This is an optimization exercise on Yosys and OpenROAD, whose aim is small area, a short achievable clock period and few clock cycles, not a production implementation. Only simulation tests tie the RTL to the original design; equivalence was not proved. No activity file was given, so power comes from the tool's default toggle rates.

==> design.v <==
module gt06_fsr (
    input  wire       clk,
    input  wire       rst,         
    input  wire       in_valid,
    input  wire [7:0] in_data,
    output wire       in_ready,
    input  wire [6:0] now_yy,
    input  wire [6:0] now_mo,
    input  wire [6:0] now_dd,
    input  wire [6:0] now_hh,
    input  wire [6:0] now_mi,
    input  wire [6:0] now_ss,
    output reg        out_valid,
    output reg  [7:0] out_data,
    output reg        out_last,
    output reg        out_rsp
);
    localparam N  = 264;         
    localparam M  = 4;           
    localparam NW = N / M;
    localparam NR = N / 2;       
    localparam Q  = 4;           
    function [7:0] bcd;
        input [6:0] v;
        reg [6:0] tens;
        reg [6:0] units;
        begin
            tens  = v / 7'd10;
            units = v % 7'd10;
            bcd   = {tens[3:0], units[3:0]};
        end
    endfunction
    function ack_id;
        input [7:0] p;
        begin
            case (p)
                8'h01, 8'h13, 8'h22, 8'h26, 8'h27,
                8'h28, 8'h2A, 8'hA0, 8'hA1, 8'hA4: ack_id = 1'b1;
                default:                            ack_id = 1'b0;
            endcase
        end
    endfunction
    function [15:0] crc_byte;
        input [15:0] c;
        input [7:0]  d;
        integer k;
        reg [15:0] r;
        begin
            r = c ^ {8'h00, d};
            for (k = 0; k < 8; k = k + 1)
                r = r[0] ? ((r >> 1) ^ 16'h8408) : (r >> 1);
            crc_byte = r;
        end
    endfunction
    function [8:0] inc_n;
        input [8:0] x;
        begin
            inc_n = (x == N - 1) ? 9'd0 : x + 9'd1;
        end
    endfunction
    reg        in_ready_r;
    reg        iq_v;
    reg  [7:0] iq_d;
    assign in_ready = in_ready_r;
    wire acc = in_valid & in_ready_r;
    reg [7:0]  wq [0:Q-1];
    reg [1:0]  wq_hd, wq_tl;
    reg [2:0]  wq_cnt;
    localparam SM_HUNT = 2'd0, SM_LEN = 2'd1, SM_BODY = 2'd2;
    reg [1:0]  s_mode;
    reg        s_prev78;
    reg [8:0]  s_cnt;        
    reg        s_first;      
    reg [7:0]  s_pid;
    reg        s_len0;
    reg        s_pend5;      
    reg [2:0]  spill;        
    reg [41:0] tm;           
    reg [1:0]  n_mode;
    reg        n_prev78;
    reg [8:0]  n_cnt;
    reg        n_first;
    reg [7:0]  n_pid;
    reg        n_len0;
    reg        n_pend5;
    reg [2:0]  n_spill;
    reg        commit;
    reg        push;
    reg  [7:0] push_d;
    always @(*) begin
        n_mode   = s_mode;
        n_prev78 = s_prev78;
        n_cnt    = s_cnt;
        n_first  = s_first;
        n_pid    = s_pid;
        n_len0   = s_len0;
        n_pend5  = s_pend5;
        n_spill  = spill;
        commit   = 1'b0;
        push     = 1'b0;
        push_d   = iq_d;
        if (spill != 3'd0) begin
            push_d = bcd(tm[41:35]);
            if (wq_cnt != Q) begin
                push    = 1'b1;
                n_spill = spill - 3'd1;
            end
        end else if (iq_v) begin
            case (s_mode)
                SM_LEN: begin
                    push    = 1'b1;
                    n_cnt   = {1'b0, iq_d} + 9'd2;
                    n_len0  = (iq_d == 8'h00);
                    n_first = 1'b1;
                    n_mode  = SM_BODY;
                end
                SM_BODY: begin
                    push    = 1'b1;
                    n_first = 1'b0;
                    if (s_first) n_pid = iq_d;
                    n_cnt   = s_cnt - 9'd1;
                    if (s_cnt == 9'd1) begin
                        n_mode   = SM_HUNT;
                        n_prev78 = 1'b0;
                        if (s_len0) begin
                            n_pend5 = 1'b1;
                        end else begin
                            commit = 1'b1;
                            if (s_pid == 8'h8A) n_spill = 3'd6;
                        end
                    end
                end
                default: begin
                    if (s_pend5) begin
                        commit  = 1'b1;
                        n_pend5 = 1'b0;
                    end
                    if (s_prev78 && iq_d == 8'h78) begin
                        n_mode   = SM_LEN;
                        n_prev78 = 1'b0;
                    end else begin
                        n_prev78 = (iq_d == 8'h78);
                    end
                end
            endcase
        end
    end
    wire tc_next = (n_mode == SM_BODY) && (n_cnt == 9'd1) && !n_len0 &&
                   (s_pid == 8'h8A);
    wire tc_acc  = acc && tc_next;
    reg [8*N-1:0] ring;
    reg [8:0]     W;             
    reg [8:0]     R;             
    reg [8:0]     occ;           
    wire w_aligned = (W % M) == 0;
    wire pop   = (wq_cnt != 3'd0) && w_aligned && (occ != N);
    wire [7:0] wdata = wq[wq_hd];
    wire ring_ok = !R[0] && (occ != 9'd0);
    wire rd;                     
    reg [7:0] rd_mux;
    integer j;
    always @(*) begin
        rd_mux = 8'h00;
        for (j = 0; j < NR; j = j + 1)
            if (R[8:1] == j) rd_mux = rd_mux | ring[16*j +: 8];
    end
    genvar g;
    generate
        for (g = 0; g < N; g = g + 1) begin : slot
            if (g % M == 0) begin : wp
                always @(posedge clk)
                    ring[8*g +: 8] <= (pop && W == g) ? wdata
                                    : ring[8*((g+N-1)%N) +: 8];
            end else begin : sh
                always @(posedge clk)
                    ring[8*g +: 8] <= ring[8*(g-1) +: 8];
            end
        end
    endgenerate
    localparam FS_IDLE = 2'd0, FS_H1 = 2'd1, FS_BODY = 2'd2, FS_RSP = 2'd3;
    reg [1:0] f_state;
    reg [8:0] bi;                
    reg [3:0] ridx;              
    reg       rsp_tc;
    reg [7:0] len_r, pid_r, s0_r, s1_r;
    reg [7:0] fpend;             
    reg       i_v, i_ring, i_crch, i_crcl, i_last, i_rsp, i_crc, i_init;
    reg       i_len, i_pid, i_body;
    reg [7:0] i_imm;
    reg [1:0] nf_state;
    reg       f_start;
    reg       n_rsp_tc;
    wire last_body = (bi >= 9'd2) && (bi == {1'b0, len_r} + 9'd2);
    wire has_rsp   = (len_r != 8'h00) && (pid_r == 8'h8A || ack_id(pid_r));
    always @(*) begin
        i_v = 1'b0; i_ring = 1'b0; i_crch = 1'b0; i_crcl = 1'b0;
        i_last = 1'b0; i_rsp = 1'b0; i_crc = 1'b0; i_init = 1'b0;
        i_len = 1'b0; i_pid = 1'b0; i_body = 1'b0;
        i_imm = 8'h78;
        nf_state = f_state;
        f_start = 1'b0;
        n_rsp_tc = rsp_tc;
        case (f_state)
            FS_IDLE: begin
                if (fpend != 8'd0) begin
                    i_v = 1'b1;
                    f_start = 1'b1;
                    nf_state = FS_H1;
                end
            end
            FS_H1: begin
                i_v = 1'b1;
                nf_state = FS_BODY;
            end
            FS_BODY: begin
                if (ring_ok) begin
                    i_v = 1'b1; i_ring = 1'b1; i_body = 1'b1;
                    i_len = (bi == 9'd0);
                    i_pid = (bi == 9'd1);
                    if (last_body) begin
                        i_last = 1'b1;
                        n_rsp_tc = (pid_r == 8'h8A);
                        nf_state = has_rsp ? FS_RSP : FS_IDLE;
                    end
                end
            end
            default: begin
                i_rsp = 1'b1;
                i_v   = 1'b1;
                if (rsp_tc) begin
                    case (ridx)
                        4'd0:  begin i_imm = 8'h78; i_init = 1'b1; end
                        4'd1:  i_imm = 8'h78;
                        4'd2:  begin i_imm = 8'h0B; i_crc = 1'b1; end
                        4'd3:  begin i_imm = 8'h8A; i_crc = 1'b1; end
                        4'd4, 4'd5, 4'd6, 4'd7, 4'd8, 4'd9: begin
                            i_v = ring_ok; i_ring = 1'b1; i_crc = 1'b1;
                        end
                        4'd10: begin i_imm = s0_r; i_crc = 1'b1; end
                        4'd11: begin i_imm = s1_r; i_crc = 1'b1; end
                        4'd12: i_crch = 1'b1;
                        4'd13: i_crcl = 1'b1;
                        4'd14: i_imm = 8'h0D;
                        default: begin i_imm = 8'h0A; i_last = 1'b1; end
                    endcase
                end else begin
                    case (ridx)
                        4'd0:  begin i_imm = 8'h78; i_init = 1'b1; end
                        4'd1:  i_imm = 8'h78;
                        4'd2:  begin i_imm = 8'h05; i_crc = 1'b1; end
                        4'd3:  begin i_imm = pid_r; i_crc = 1'b1; end
                        4'd4:  begin i_imm = s0_r; i_crc = 1'b1; end
                        4'd5:  begin i_imm = s1_r; i_crc = 1'b1; end
                        4'd6:  i_crch = 1'b1;
                        4'd7:  i_crcl = 1'b1;
                        4'd8:  i_imm = 8'h0D;
                        default: begin i_imm = 8'h0A; i_last = 1'b1; end
                    endcase
                end
                if (i_v && i_last) nf_state = FS_IDLE;
            end
        endcase
    end
    assign rd = i_v && i_ring;
    reg       q_v, q_ring, q_crch, q_crcl, q_last, q_rsp, q_crc, q_init;
    reg       q_len, q_pid, q_body;
    reg [7:0] q_imm;
    reg [8:0] q_bi;
    reg [7:0] rd_q;
    reg [15:0] crc;
    wire [15:0] crc_o = ~crc;
    wire [7:0] odn = q_ring ? rd_q :
                     q_crch ? crc_o[15:8] :
                     q_crcl ? crc_o[7:0] : q_imm;
    wire [7:0] len_eff = q_len ? rd_q : len_r;
    wire [8:0] s0_at = {1'b0, len_eff} - 9'd3;
    wire [8:0] s1_at = {1'b0, len_eff} - 9'd2;
    integer qi;
    always @(posedge clk) begin
        rd_q <= rd_mux;
        out_data <= odn;
        out_last <= q_last;
        out_rsp  <= q_rsp;
        iq_d <= in_data;
        if (tc_acc)
            tm <= {now_yy, now_mo, now_dd, now_hh, now_mi, now_ss};
        else if (spill != 3'd0 && push)
            tm <= {tm[34:0], 7'd0};
        if (push) wq[wq_tl] <= push_d;
        q_ring <= i_ring; q_crch <= i_crch; q_crcl <= i_crcl;
        q_last <= i_last; q_rsp <= i_rsp; q_crc <= i_crc & i_v;
        q_init <= i_init & i_v;
        q_len <= i_len; q_pid <= i_pid; q_body <= i_body;
        q_imm <= i_imm; q_bi <= bi;
        if (q_init) crc <= 16'hFFFF;
        else if (q_crc) crc <= crc_byte(crc, odn);
        if (q_v && q_len) len_r <= rd_q;
        if (q_v && q_pid) pid_r <= rd_q;
        if (f_start) begin
            s0_r <= 8'h78;
            s1_r <= 8'h78;
        end else if (q_v && q_body) begin
            if (q_bi == s0_at) s0_r <= rd_q;
            if (q_bi == s1_at) s1_r <= rd_q;
        end
        rsp_tc <= n_rsp_tc;
        if (rst) begin
            in_ready_r <= 1'b1;
            iq_v      <= 1'b0;
            s_mode    <= SM_HUNT;
            s_prev78  <= 1'b0;
            s_pend5   <= 1'b0;
            s_cnt     <= 9'd0;
            s_first   <= 1'b0;
            s_len0    <= 1'b0;
            spill     <= 3'd0;
            wq_hd     <= 2'd0;
            wq_tl     <= 2'd0;
            wq_cnt    <= 3'd0;
            W         <= 9'd0;
            R         <= N - 1;
            occ       <= 9'd0;
            f_state   <= FS_IDLE;
            fpend     <= 8'd0;
            bi        <= 9'd0;
            ridx      <= 4'd0;
            q_v       <= 1'b0;
            out_valid <= 1'b0;
        end else begin
            iq_v     <= acc;
            s_mode   <= n_mode;
            s_prev78 <= n_prev78;
            s_cnt    <= n_cnt;
            s_first  <= n_first;
            s_pid    <= n_pid;
            s_len0   <= n_len0;
            s_pend5  <= n_pend5;
            spill    <= n_spill;
            if (push) wq_tl <= wq_tl + 2'd1;
            if (pop)  wq_hd <= wq_hd + 2'd1;
            wq_cnt <= wq_cnt + {2'd0, push} - {2'd0, pop};
            in_ready_r <= !tc_acc && (n_spill == 3'd0) &&
                          ((wq_cnt + {2'd0, push} - {2'd0, pop}) +
                           {2'd0, (acc | (n_spill != 3'd0))} + 3'd1 <= Q);
            W   <= pop ? W : inc_n(W);
            R   <= rd  ? R : inc_n(R);
            occ <= occ + {8'd0, pop} - {8'd0, rd};
            f_state <= nf_state;
            fpend   <= fpend + {7'd0, commit} - {7'd0, f_start};
            if (f_state == FS_H1) bi <= 9'd0;
            else if (rd && f_state == FS_BODY) bi <= bi + 9'd1;
            if (f_state != FS_RSP) ridx <= 4'd0;
            else if (i_v) ridx <= ridx + 4'd1;
            q_v       <= i_v;
            out_valid <= q_v;
        end
    end
endmodule
==> run.sh <==
#!/bin/bash
# synth_recipe.tcl (not shown) runs the flow's synth.tcl, then flattens the netlist and writes it again
# the make line also repeats each setting of config.mk as NAME=value (left out here)
make -C /OpenROAD-flow-scripts/flow DESIGN_CONFIG=/design/flow/config.mk WORK_HOME=/design/flow/orfs CLKGATE_MAP_FILE= SYNTH_SCRIPT=/design/flow/synth_recipe.tcl finish
==> config.mk <==
export PLATFORM = sky130hd
export DESIGN_NAME = gt06_fsr
export DESIGN_NICKNAME = gt06_fsr
export VERILOG_FILES = /design/flow/design.v
export SDC_FILE = /design/flow/constraint.sdc
export NUM_CORES = 4
export LEC_CHECK = 0
export CAP_MARGIN = 20
export CORE_MARGIN = 2
export CORE_UTILIZATION = 40
export SLEW_MARGIN = 20
==> constraint.sdc <==
create_clock -name core_clock -period 10.0 [get_ports {clk}]
set_input_delay 2.0000 -clock core_clock [delete_from_list [all_inputs] [get_ports {clk}]]
set_output_delay 2.0000 -clock core_clock [all_outputs]
set_load 0.01 [all_outputs]
==> flow_summary.toml <==
[worst_setup_path]
reg2reg_depth = 23
crit_chain = "inv_1 > ha_1 > nor2b_1 > a21oi_1 > nand2b_1 > inv_1 > ha_1 > inv_1 > ha_1 > a21oi_1 > o21bai_1 > xnor2_1 > xor2_1 > nand2_1 > o22ai_1 > nand4_1 > ha_1 > nor3b_1 > nand4_1 > or4_1 > a21oi_1 > nand4_1 > o21bai_1"
endpoint_kind = "flop"
worst-path-stages = 23
arrival_ps = 6470
critPathMostFrequentCell = "ha_1"
critPathBufInv = 3
cp-startpoint = "spill[0]$_SDFF_PP0_"
critPathLaunchType = "flop"
cp_slowest_cell = "nor2b_1"
ff2ff_setup_slack_ps = 4300
worstPathRequired_ps = 10770
crit_path_max_fanout = 11
cp_top_family = "simple AND/OR/NAND/NOR gates"
path_class = "reg -> reg"
r2r-start = "spill[0]$_SDFF_PP0_"
slowest_delay_ps = 660
rr_endpoint = "in_ready_r$_SDFF_PP1_"

[pwr]
p_leak_uw = 0.0294
total_power_uw = 23400
power.density_nw_per_um2 = 292
peakVddDrop_mv = 0.182

[yosys]
synth_seq_area_share_pct = 70.5
synth_top_area_share_pct = 66.2
syn_avg_cell_area_sq_um = 12.2
synth_cell_types = 84
synth-seq-cells = 2377
yosys_warnings = 1
synthArstFlopShare_pct = 0
yosysMostFrequentCell = "dfxtp_1"
synth_edf_count = 99
synth_top_area_cell = "dfxtp_1"
synth.area.top_cells = "dfxtp_1 (66%), edfxtp_1 (4.3%), mux2_2 (3.7%)"
synthTopCellsByCount = "dfxtp_1 (2,278), nand2_1 (532), o21ai_0 (415)"
syn_nets = 5759
ys.flop_type = "dfxtp_1"
synthesis.area_sq_um = 68900
synthCells = 5638

[timing]
rsz0062_at_grt = "no"
hold_viol_final = 0
slew_headroom_pct = 17.4
setup_viol_count_final = 0
tightestPinTransition_ps = 1240
fin_setup_tns_ps = 0
min_period_ps = 5700
max_freq_mhz = 175
post-route-period-util_pct = 57.0
final_max_slew_viol_count = 0
whs_ps = 287
finalClockSkew_ps = 89.1

[global_route]
antenna_found_initial = 11
grt_max_degree = 49
grt_pass1_vias = 43200
grt_pass1_wl_um = 331000
track_usage_pct = 26.7
overflow = 0

[detailed_routing]
routedWlPerCell_um = 29.1
drtIter0Drc = 6373
antenna_left = 0
vias_per_cell = 5.62
vias = 46200
wl_um = 239000
drc_errors = 0
dr.pass1.iters = 8

[cts]
clockBufferDepth = 3
clk_latency_ps = 890
htreeDepth = 4
path_clk_slew_ps = 60
post_cts_resized = 0
post_cts_buffers = 0
clockRootBuffer = "clkbuf_16"
cts_buffers = 218
hold_buffers = 0
cts_tree = "built"
clock-sinks = 2377

[cells_and_area]
drive_gt1_share_pct = 13.4
final_cell_area_sq_um = 80200
areaGrowthSynthToFinish_pct = 16.4
layout.cells.non_filler = 8209
nNetsFinal = 5828

[place]
gp_congestion = 1.01
dpl.hpwl_um = 161000
placed_area_sq_um = 72400
place_inst = 7795
io_buffer_count = 64

[floorplan]
rows = 152
die_w_um = 419
die_y_um = 419
num_io_pins = 65
die-area_sq_um = 176000
core_sq_um = 171000
start_util_pct = 40.2

[worst_hold_path]
hp-class = "reg -> reg"
min-delay-start = "ring[141]$_DFF_P_"
holdPathStages = 0
hold_end = "ring[149]$_DFF_P_"

[job]
cap_violations = 0

[status]
status = "timing/DRC/antenna clean"
power breakdown:
part	leakage (uW)	switching [uW]	total (uW)	internal, uW
Clock	0.00381	3770	8890	5120
Sequential	0.0193	530	10900	10400
Combinational	0.00627	2570	3600	1030
sequential cells by signal, summed over array words and instances, names as in the netlist, 9 cells and up, named ones only:
| name | cells |
|---|---|
| R | 9 |
| W | 9 |
| bi | 9 |
| crc | 16 |
| occ | 9 |
| q_bi | 9 |
| ring | 2112 |
| s_cnt | 9 |
| tm | 42 |
| wq | 32 |
worst max-delay path by stage:
stage	to	slack, ps
2_1_floorplan	in_ready_r$_SDFF_PP1_	5250
3_3_place_gp	in_ready_r$_SDFF_PP1_	4420
3_5_place_dp	in_ready_r$_SDFF_PP1_	4320
4_1_cts	in_ready_r$_SDFF_PP1_	4290
5_1_grt	in_ready_r$_SDFF_PP1_	3770
6_report	in_ready_r$_SDFF_PP1_	4300
worst register-to-register path: stages, from the launching register on:
cell	delay, ps
dfxtp_1	330
inv_1	100
ha_1	260
nor2b_1	660
a21oi_1	290
nand2b_1	320
inv_1	170
ha_1	160
inv_1	70
ha_1	270
a21oi_1	140
o21bai_1	90
xnor2_1	530
xor2_1	200
nand2_1	70
o22ai_1	390
nand4_1	160
ha_1	300
nor3b_1	180
nand4_1	110
or4_1	450
a21oi_1	140
nand4_1	120
o21bai_1	140
cells in the final DEF (no fill, tap or decap), types with 36 or more instances in the layout:
master,count
nor4_1,40
xnor2_1,54
buf_4,108
clkbuf_8,47
a22oi_1,290
nand2_1,531
clkbuf_1,40
dfxtp_1,2274
edfxtp_1,99
nor2b_1,45
nor3_1,64
clkbuf_16,222
a221oi_1,49
a31oi_1,36
clkdlybuf4s50_1,63
o22ai_1,91
a22o_1,52
clkinv_2,36
a32oi_1,70
ha_1,65
nand4_1,52
nand3_1,72
o21ai_0,415
a21oi_1,70
xor2_1,48
nor2_1,202
mux2_2,224
inv_1,64
area by class of cell:
| class | count | area (sq um) |
|---|---|---|
| fillers | 15200 | 91100 |
| flip-flops and latches | 2377 | 48600 |
| multi-input cells | 2870 | 19200 |
| clock buffers | 309 | 6350 |
| well taps | 2310 | 2890 |
| clock inverters | 101 | 1480 |
| repair buffers | 174 | 1460 |
| inverters | 66 | 248 |
| diodes | 2 | 5.00 |
through the flow:
stage,setup slack [ps],utilization (%)
CTS,4290,46.8
detailed placement,4320,42.2
global placement,4420,42.2
finish,4300,46.8
global route,3770,46.8
floorplan,5250,-
kinds of logic after synthesis:
logic type                 Yosys count  share of synthesized area, %
xor gates and xnor gates           102                          1.30
DFF                               2377                          70.5
AOI/OAI and AO/OA                 1228                          12.0
muxes                              264                          4.25
and+or+nand+nor                   1208                          8.53
adders and majority gates           68                          1.27
buffers and inverters              391                          2.18
routing by layer:
| metal | track usage [%] | vias to the layer above | share of wire [%] |
|---|---|---|---|
| met2 | 37.3 | 2585 | 41 |
| met1 | 37.8 | 22900 | 43 |
| met4 | 10.4 | 4 | 4.1 |
| li1 | - | 20200 | - |
| met3 | 8.59 | 501 | 12 |
| met5 | 0 | - | 0.011 |
Testbench counts, summed over its fixed seeds: cycles 37,857.

==> separate check: timing with driven ports <==
No port has a modelled driver above. Below, the same layout with a new extraction and two added sets of constraints. Step 1 assumes that a clkbuf_16 drives the clock port and a buf_2 every other input. Step 2 moves the port delays by t, midway between the first and last clock arrival at a register: inputs arrive t later, outputs are due t later. That takes back most of the time a late clock gives input paths. Three values: ideal ports, drivers, drivers and shift; two values: the first two.
t, ns: 0.931
setup WS [ns]: 4.300 / 4.300 / 4.300
clock arrival spread, ns: 0.091 / 0.090
worst register clock-pin slew, ns: 0.07 / 0.07
pins driven straight from the clock port: 1
After both steps setup and hold are still met in this run. The setup slack of this run moves by 0.000 ns with the drivers and by 0.000 ns with both steps.
